What follows belongs to an exercise in optimizing a design on an open flow for small area, a short achievable clock period and few clock cycles; a production flow would make more cautious choices. RTL that was checked went through simulation tests only; none was proved equivalent to the original. No activity file was given, so power comes from the tool's default toggle rates.

==> flow/design.v <==
module sap3_core (
    input  wire         clk,
    input  wire         rst,           
    input  wire         step,          
    output wire [15:0]  imem_addr,     
    input  wire [31:0]  imem_data,     
    input  wire [15:0]  prog_len,      
    input  wire [7:0]   in_value,      
    output wire [8:0]   dmem_addr,     
    input  wire [7:0]   dmem_rdata,    
    output wire         dmem_we,       
    output wire [7:0]   dmem_wdata,
    output wire         ready,         
    output wire         stopped,       
    output wire         halted,
    output wire [3:0]   fault,
    output wire [7:0]   acc,
    output wire [127:0] regs,          
    output wire [8:0]   sp,
    output wire         flag_c,
    output wire         flag_z,
    output wire         out_valid,
    output wire [7:0]   out_data,
    output wire         print_valid,
    output wire [15:0]  print_tmpl
);
    localparam [3:0] F_UNKNOWN = 4'd1, F_STACK_OVF = 4'd7, F_STACK_UNF = 4'd8;
    reg [15:0]  pc;
    reg [8:0]   sp_q;
    reg [7:0]   a_q;
    reg [7:0]   r_q [0:15];
    reg         c_q, z_q;
    reg         halt_q;
    reg [3:0]   fault_q;
    reg         stop_q;        
    wire [31:0] ir  = imem_data;
    wire [5:0]  t   = ir[31:26];
    wire [3:0]  ra  = ir[25:22];
    wire [3:0]  rb  = ir[21:18];
    wire [15:0] v   = ir[15:0];
    wire lo0x = !t[5] && !t[4];           
    wire lo1x = !t[5] &&  t[4];           
    wire [3:0] tl = t[3:0];
    wire is_nop   = lo0x && tl == 4'h0;
    wire is_lda   = lo0x && tl == 4'h1;
    wire is_sta   = lo0x && tl == 4'h2;
    wire is_ldr   = lo0x && tl == 4'h3;
    wire is_str   = lo0x && tl == 4'h4;
    wire is_ldi   = lo0x && tl == 4'h5;
    wire is_ldri  = lo0x && tl == 4'h6;
    wire is_movrr = lo0x && tl == 4'h7;
    wire is_movra = lo0x && tl == 4'h8;
    wire is_movar = lo0x && tl == 4'h9;
    wire is_addr  = lo0x && tl == 4'hA;
    wire is_addm  = lo0x && tl == 4'hB;
    wire is_sub   = lo0x && tl == 4'hC;
    wire is_and   = lo0x && tl == 4'hD;
    wire is_or    = lo0x && tl == 4'hE;
    wire is_xor   = lo0x && tl == 4'hF;
    wire is_not   = lo1x && tl == 4'h0;
    wire is_inc   = lo1x && tl == 4'h1;
    wire is_dec   = lo1x && tl == 4'h2;
    wire is_rol   = lo1x && tl == 4'h3;
    wire is_ror   = lo1x && tl == 4'h4;
    wire is_jmp   = lo1x && tl == 4'h5;
    wire is_jz    = lo1x && tl == 4'h6;
    wire is_jnz   = lo1x && tl == 4'h7;
    wire is_jc    = lo1x && tl == 4'h8;
    wire is_jnc   = lo1x && tl == 4'h9;
    wire is_push  = lo1x && tl == 4'hA;
    wire is_pop   = lo1x && tl == 4'hB;
    wire is_in    = lo1x && tl == 4'hC;
    wire is_outa  = lo1x && tl == 4'hD;
    wire is_outr  = lo1x && tl == 4'hE;
    wire is_hlt   = lo1x && tl == 4'hF;
    wire is_print = (t == 6'h20);
    wire is_fault = (t == 6'h3F);
    wire [6:0] gz = { ir[3:0] == 4'd0, ir[7:4] == 4'd0, !ir[8], ir[15:9] == 7'd0,
                      ir[17:16] == 2'd0, ir[21:18] == 4'd0, ir[25:22] == 4'd0 };
    reg [6:0] req;       
    reg       known;     
    always @(*) begin
        known = 1'b1;
        case (t)
            6'h00, 6'h10, 6'h11, 6'h12, 6'h13, 6'h14,
            6'h1A, 6'h1B, 6'h1C, 6'h1D, 6'h1F:        req = 7'b1111111;
            6'h01, 6'h02, 6'h0B, 6'h0C, 6'h0D, 6'h0E,
            6'h0F:                                    req = 7'b0001111;
            6'h03, 6'h04:                             req = 7'b0001110;
            6'h05:                                    req = 7'b0011111;
            6'h06:                                    req = 7'b0011110;
            6'h07:                                    req = 7'b1111100;
            6'h08, 6'h0A, 6'h1E:                      req = 7'b1111110;
            6'h09:                                    req = 7'b1111101;
            6'h15, 6'h16, 6'h17, 6'h18, 6'h19, 6'h20: req = 7'b0000111;
            6'h3F:                                    req = 7'b0111111;
            default: begin                            req = 7'b0000000; known = 1'b0; end
        endcase
    end
    wire legal = known && ((req & ~gz) == 7'd0);
    wire z25_9  = gz[0] && gz[1] && gz[2] && gz[3];
    wire z21_9  = gz[1] && gz[2] && gz[3];
    wire z21_0  = gz[1] && gz[2] && gz[3] && gz[4] && gz[5] && gz[6];
    wire z25_0  = gz[0] && z21_0;
    wire z25_16 = gz[0] && gz[1] && gz[2];
    wire sp_zero = (sp_q == 9'd0);
    wire sp_full = (sp_q == 9'd511);
    wire exc_ovf = is_push && sp_zero;
    wire exc_unf = is_pop && sp_full;
    wire exc_any = !legal || (is_fault && !gz[6]) || exc_ovf || exc_unf;
    wire [3:0] exc = !legal   ? F_UNKNOWN :
                     is_fault ? ir[3:0] :
                     exc_ovf  ? F_STACK_OVF : F_STACK_UNF;
    wire accept = step && !stop_q;
    wire commit = accept && !exc_any;
    wire [7:0] rval = r_q[ra];
    wire [9:0] spi_c, spd_b;
    wire [8:0] sp_inc, sp_dec;
    assign spi_c[0] = 1'b1;
    assign spd_b[0] = 1'b1;
    genvar g;
    generate
        for (g = 0; g < 9; g = g + 1) begin : spx
            assign sp_inc[g]  = sp_q[g] ^ spi_c[g];
            assign spi_c[g+1] = sp_q[g] & spi_c[g];
            assign sp_dec[g]  = sp_q[g] ^ spd_b[g];
            assign spd_b[g+1] = !sp_q[g] & spd_b[g];
        end
    endgenerate
    wire we_sta  = is_sta && z25_9;
    wire we_str  = is_str && z21_9;
    wire we_push = is_push && z25_0 && !sp_zero;
    assign dmem_we     = accept && (we_sta || we_str || we_push);
    assign out_valid   = accept && ((is_outa && z25_0) || (is_outr && z21_0));
    assign print_valid = accept && is_print && z25_16;
    assign dmem_addr  = t[4] ? (t[0] ? sp_inc : sp_q) : v[8:0];
    wire [7:0] st_data = (t[2] && !t[0]) ? rval : a_q;
    assign dmem_wdata = st_data;
    assign out_data   = st_data;
    assign print_tmpl = v;
    wire [7:0] mem_rdata = dmem_rdata;
    wire sel_rval = (t[3] && !t[2] && !t[0]) || (!t[3] && t[2] && t[1] && t[0]);
    wire sel_imm  = !t[3] && t[2];
    wire sel_in   = t[4] && t[2];
    wire [7:0] opb = sel_rval ? rval :
                     sel_imm  ? v[7:0] :
                     sel_in   ? in_value : mem_rdata;
    wire ar_sub = !t[4] && t[2];             
    wire ar_one = t[4];                      
    wire ar_dec = t[4] && t[1];              
    wire [7:0] add_x  = ar_one ? {8{ar_dec}} : (opb ^ {8{ar_sub}});
    wire       add_ci = ar_sub || (ar_one && !ar_dec);
    wire [8:0] cy;
    wire [7:0] sum;
    assign cy[0] = add_ci;
    generate
        for (g = 0; g < 8; g = g + 1) begin : addr_bits
            assign sum[g]  = a_q[g] ^ add_x[g] ^ cy[g];
            assign cy[g+1] = (a_q[g] & add_x[g]) | (cy[g] & (a_q[g] ^ add_x[g]));
        end
    endgenerate
    reg is_arith_c, is_rot_c;
    reg [3:0] lut;       
    always @(*) begin
        is_arith_c = 1'b0;
        is_rot_c   = 1'b0;
        lut        = 4'b1010;                   
        case (t[4:0])
            5'h0A, 5'h0B, 5'h0C, 5'h11, 5'h12: is_arith_c = 1'b1;
            5'h13, 5'h14:                      is_rot_c   = 1'b1;
            5'h0D: lut = 4'b1000;               
            5'h0E: lut = 4'b1110;               
            5'h0F: lut = 4'b0110;               
            5'h10: lut = 4'b0011;               
            default: ;
        endcase
    end
    wire [7:0] rot = t[0] ? {a_q[6:0], a_q[7]} : {a_q[0], a_q[7:1]};
    reg  [7:0] logic_res;
    integer b;
    always @(*)
        for (b = 0; b < 8; b = b + 1)
            logic_res[b] = lut[{a_q[b], opb[b]}];
    wire [7:0] alu_res = is_arith_c ? sum : is_rot_c ? rot : logic_res;
    wire alu_z = is_addr || is_addm || is_sub || is_and || is_or || is_xor ||
                 is_not || is_inc || is_dec || is_rol || is_ror || is_in;
    wire a_wr  = alu_z || is_lda || is_ldi || is_movra || is_pop;
    wire c_wr  = is_addr || is_addm;
    wire taken = is_jmp || (is_jz && z_q) || (is_jnz && !z_q) ||
                 (is_jc && c_q) || (is_jnc && !c_q);
    wire [16:0] pci_c;
    wire [15:0] pc_inc;
    assign pci_c[0] = 1'b1;
    generate
        for (g = 0; g < 16; g = g + 1) begin : pcx
            assign pc_inc[g]  = pc[g] ^ pci_c[g];
            assign pci_c[g+1] = pc[g] & pci_c[g];
        end
    endgenerate
    wire [15:0] pc_d   = rst ? 16'd0 : (taken ? v : pc_inc);
    wire        pc_en  = rst || (commit && !is_hlt);
    always @(posedge clk)
        if (pc_en) pc <= pc_d;
    wire stop_en = rst || accept;
    wire stop_d  = (!rst && (exc_any || is_hlt)) || (pc_d == prog_len);
    always @(posedge clk)
        if (stop_en) stop_q <= stop_d;
    wire halt_en = rst || (accept && (exc_any || is_hlt));
    always @(posedge clk)
        if (halt_en) halt_q <= !rst;
    wire fault_en = rst || (accept && exc_any);
    always @(posedge clk)
        if (fault_en) fault_q <= rst ? 4'd0 : exc;
    wire       sp_en = rst || (commit && (is_push || is_pop));
    wire [8:0] sp_d  = rst ? 9'd511 : (t[0] ? sp_inc : sp_dec);
    always @(posedge clk)
        if (sp_en) sp_q <= sp_d;
    wire a_en = rst || (commit && a_wr);
    always @(posedge clk)
        if (a_en) a_q <= rst ? 8'd0 : alu_res;
    wire z_en = rst || (commit && alu_z);
    always @(posedge clk)
        if (z_en) z_q <= !rst && (alu_res == 8'd0);
    wire c_en = rst || (commit && c_wr);
    always @(posedge clk)
        if (c_en) c_q <= !rst && cy[8];
    wire       rf_we   = commit && (is_ldr || is_ldri || is_movrr || is_movar);
    wire       rf_by_a = t[1] && !(t[0] && t[2]);
    wire [3:0] rf_wsel = rf_by_a ? ra : rb;
    wire [7:0] rf_d    = rst ? 8'd0 : (t[3] ? a_q : opb);
    generate
        for (g = 0; g < 16; g = g + 1) begin : rf
            always @(posedge clk)
                if (rst || (rf_we && rf_wsel == g))
                    r_q[g] <= rf_d;
        end
    endgenerate
    assign imem_addr   = pc;
    assign ready       = 1'b1;
    assign stopped     = stop_q;
    assign halted      = halt_q;
    assign fault       = fault_q;
    assign acc         = a_q;
    assign sp          = sp_q;
    assign flag_c      = c_q;
    assign flag_z      = z_q;
    genvar k;
    generate
        for (k = 0; k < 16; k = k + 1) begin : regs_out
            assign regs[8*k +: 8] = r_q[k];
        end
    endgenerate
endmodule
export LEC_CHECK = 0
export CAP_MARGIN = 20
export CORE_MARGIN = 2
export CORE_UTILIZATION = 40
export SETUP_SLACK_MARGIN = 4.5
export SLEW_MARGIN = 20
create_clock -name core_clock -period 10.0 [get_ports {clk}]
standard.sh (not shown) runs the stock make flow with config.mk's settings and CLKGATE_MAP_FILE= SYNTH_SCRIPT=/design/flow/synth_recipe.tcl, a recipe that flattens the netlist after the stock synthesis.
==> flow/flow/run.sh <==
#!/bin/bash
# The standard layout, with the port buffers that ORFS inserts at global
# placement made sky130_fd_sc_hd__buf_1 (ORFS otherwise picks a delay buffer,
# clkdlybuf4s50_1). Every other step is the standard one.
set -euo pipefail
bash standard.sh 'BUFFER_PORTS_ARGS=-buffer_cell sky130_fd_sc_hd__buf_1' finish > standard_flow.log 2>&1
Next try:
--- a/flow/design.v
+++ b/flow/design.v
@@ -150,15 +150,9 @@
     wire ar_dec = t[4] && t[1];              
     wire [7:0] add_x  = ar_one ? {8{ar_dec}} : (opb ^ {8{ar_sub}});
     wire       add_ci = ar_sub || (ar_one && !ar_dec);
-    wire [8:0] cy;
-    wire [7:0] sum;
-    assign cy[0] = add_ci;
-    generate
-        for (g = 0; g < 8; g = g + 1) begin : addr_bits
-            assign sum[g]  = a_q[g] ^ add_x[g] ^ cy[g];
-            assign cy[g+1] = (a_q[g] & add_x[g]) | (cy[g] & (a_q[g] ^ add_x[g]));
-        end
-    endgenerate
+    wire [9:0] add_w = {1'b0, a_q, 1'b1} + {1'b0, add_x, add_ci};
+    wire [7:0] sum   = add_w[8:1];
+    wire       cout  = add_w[9];
     reg is_arith_c, is_rot_c;
     reg [3:0] lut;       
     always @(*) begin
@@ -223,7 +217,7 @@
         if (z_en) z_q <= !rst && (alu_res == 8'd0);
     wire c_en = rst || (commit && c_wr);
     always @(posedge clk)
-        if (c_en) c_q <= !rst && cy[8];
+        if (c_en) c_q <= !rst && cout;
     wire       rf_we   = commit && (is_ldr || is_ldri || is_movrr || is_movar);
     wire       rf_by_a = t[1] && !(t[0] && t[2]);
     wire [3:0] rf_wsel = rf_by_a ? ra : rb;
Effect: Fmax climbs by 14%. Worst setup slack is better by 0.81 ns. Cell count drops by 0.56%. Critical path depth drops by 15. Power climbs by 2.6%. Final area climbs by 1.8%. Wire length climbs by 3.3%. Sequential power stays flat.
Testbench counts after the change, summed over its fixed seeds: cycles 120,658.
Function not checked in the first run of this note: the RTL went through the layout flow alone.

---

Setup of oak:
RTL: the design.v shown in full above, as it stands there.
Settings: LEC_CHECK=0, ABC_AREA=1, CAP_MARGIN=20, CORE_MARGIN=2, CORE_UTILIZATION=40, SETUP_SLACK_MARGIN=4.5, SLEW_MARGIN=20; clock period 10.0 ns.
Scripts as last shown in full above: flow/flow/run.sh
For pine, these inputs were changed with respect to oak:
--- a/flow/design.v
+++ b/flow/design.v
@@ -149,17 +149,11 @@
     wire ar_one = t[4];                      
     wire ar_dec = t[4] && t[1];              
     wire [7:0] add_x  = ar_one ? {8{ar_dec}} : (opb ^ {8{ar_sub}});
     wire       add_ci = ar_sub || (ar_one && !ar_dec);
-    wire [8:0] cy;
-    wire [7:0] sum;
-    assign cy[0] = add_ci;
-    generate
-        for (g = 0; g < 8; g = g + 1) begin : addr_bits
-            assign sum[g]  = a_q[g] ^ add_x[g] ^ cy[g];
-            assign cy[g+1] = (a_q[g] & add_x[g]) | (cy[g] & (a_q[g] ^ add_x[g]));
-        end
-    endgenerate
+    wire [9:0] add_w = {1'b0, a_q, 1'b1} + {1'b0, add_x, add_ci};
+    wire [7:0] sum   = add_w[8:1];
+    wire       cout  = add_w[9];
     reg is_arith_c, is_rot_c;
     reg [3:0] lut;       
     always @(*) begin
         is_arith_c = 1'b0;
@@ -181,8 +175,14 @@
     always @(*)
         for (b = 0; b < 8; b = b + 1)
             logic_res[b] = lut[{a_q[b], opb[b]}];
     wire [7:0] alu_res = is_arith_c ? sum : is_rot_c ? rot : logic_res;
+    wire [7:0] add_p  = a_q ^ add_x;
+    wire [7:0] add_k  = {a_q[6:0] | add_x[6:0], add_ci};
+    wire       z_add  = (add_p == add_k);
+    wire       z_rot  = (a_q == 8'd0);        
+    wire       z_log  = (logic_res == 8'd0);
+    wire       alu_zero = is_arith_c ? z_add : is_rot_c ? z_rot : z_log;
     wire alu_z = is_addr || is_addm || is_sub || is_and || is_or || is_xor ||
                  is_not || is_inc || is_dec || is_rol || is_ror || is_in;
     wire a_wr  = alu_z || is_lda || is_ldi || is_movra || is_pop;
     wire c_wr  = is_addr || is_addm;
@@ -219,12 +219,12 @@
     always @(posedge clk)
         if (a_en) a_q <= rst ? 8'd0 : alu_res;
     wire z_en = rst || (commit && alu_z);
     always @(posedge clk)
-        if (z_en) z_q <= !rst && (alu_res == 8'd0);
+        if (z_en) z_q <= !rst && alu_zero;
     wire c_en = rst || (commit && c_wr);
     always @(posedge clk)
-        if (c_en) c_q <= !rst && cy[8];
+        if (c_en) c_q <= !rst && cout;
     wire       rf_we   = commit && (is_ldr || is_ldri || is_movrr || is_movar);
     wire       rf_by_a = t[1] && !(t[0] && t[2]);
     wire [3:0] rf_wsel = rf_by_a ? ra : rb;
     wire [7:0] rf_d    = rst ? 8'd0 : (t[3] ? a_q : opb);
==> comparison <==
Going from oak to pine, the number of stages on the worst setup path was found to have gone down by 21. First-pass GRT wire length sits lower in pine than in oak. Diff oak -> pine: violation count after the first detailed-routing iteration shows an increase of 30, synthesis-to-finish area growth shows a reduction of 5.6 points, via count shows an increase of 270, filler cell count in the final layout shows an increase of 7.7%, global routing usage on met2 shows a reduction of 4.7 points.
Testbench counts of pine, summed over its fixed seeds: cycles 120,658.
Only the layout flow was run in oak; the RTL was not checked for function there.

separate check: timing with driven ports:
The results above use ideal ports. As a check the final layouts listed here were re-extracted and re-timed, cells and wires unchanged. Step 1: set_driving_cell puts a clkbuf_16 on clk and a buf_2 on each other input, an assumption about the parent block. Step 2, shift: input delay + t, output delay - t, t = (earliest + latest rising clock arrival at the registers) / 2. This alone moves slack from input paths to output paths. Three values: ideal, step 1, step 2; two values: the first two.
| run | shift t [ns] | setup WS [ns] | clock arrival spread, ns | worst register clock-pin slew, ns | cell pins on the clock port's net |
|---|---|---|---|---|---|
| the first run of note 1 | 0.483 | 3.363 / 3.282 / 2.799 | 0.015 / 0.014 | 0.08 / 0.08 | 1 |
| the second run of note 1 | 0.499 | 4.178 / 4.126 / 3.722 | 0.020 / 0.020 | 0.09 / 0.09 | 1 |
| oak | 0.487 | 3.696 / 3.647 / 3.160 | 0.019 / 0.019 | 0.09 / 0.09 | 1 |
| pine | 0.481 | 4.441 / 4.416 / 4.272 | 0.016 / 0.016 | 0.09 / 0.09 | 1 |
After both steps every run listed still meets setup and hold. The setup slack of the first run of note 1, which loses most, moves by -0.081 ns with the drivers and by -0.564 ns with both steps.
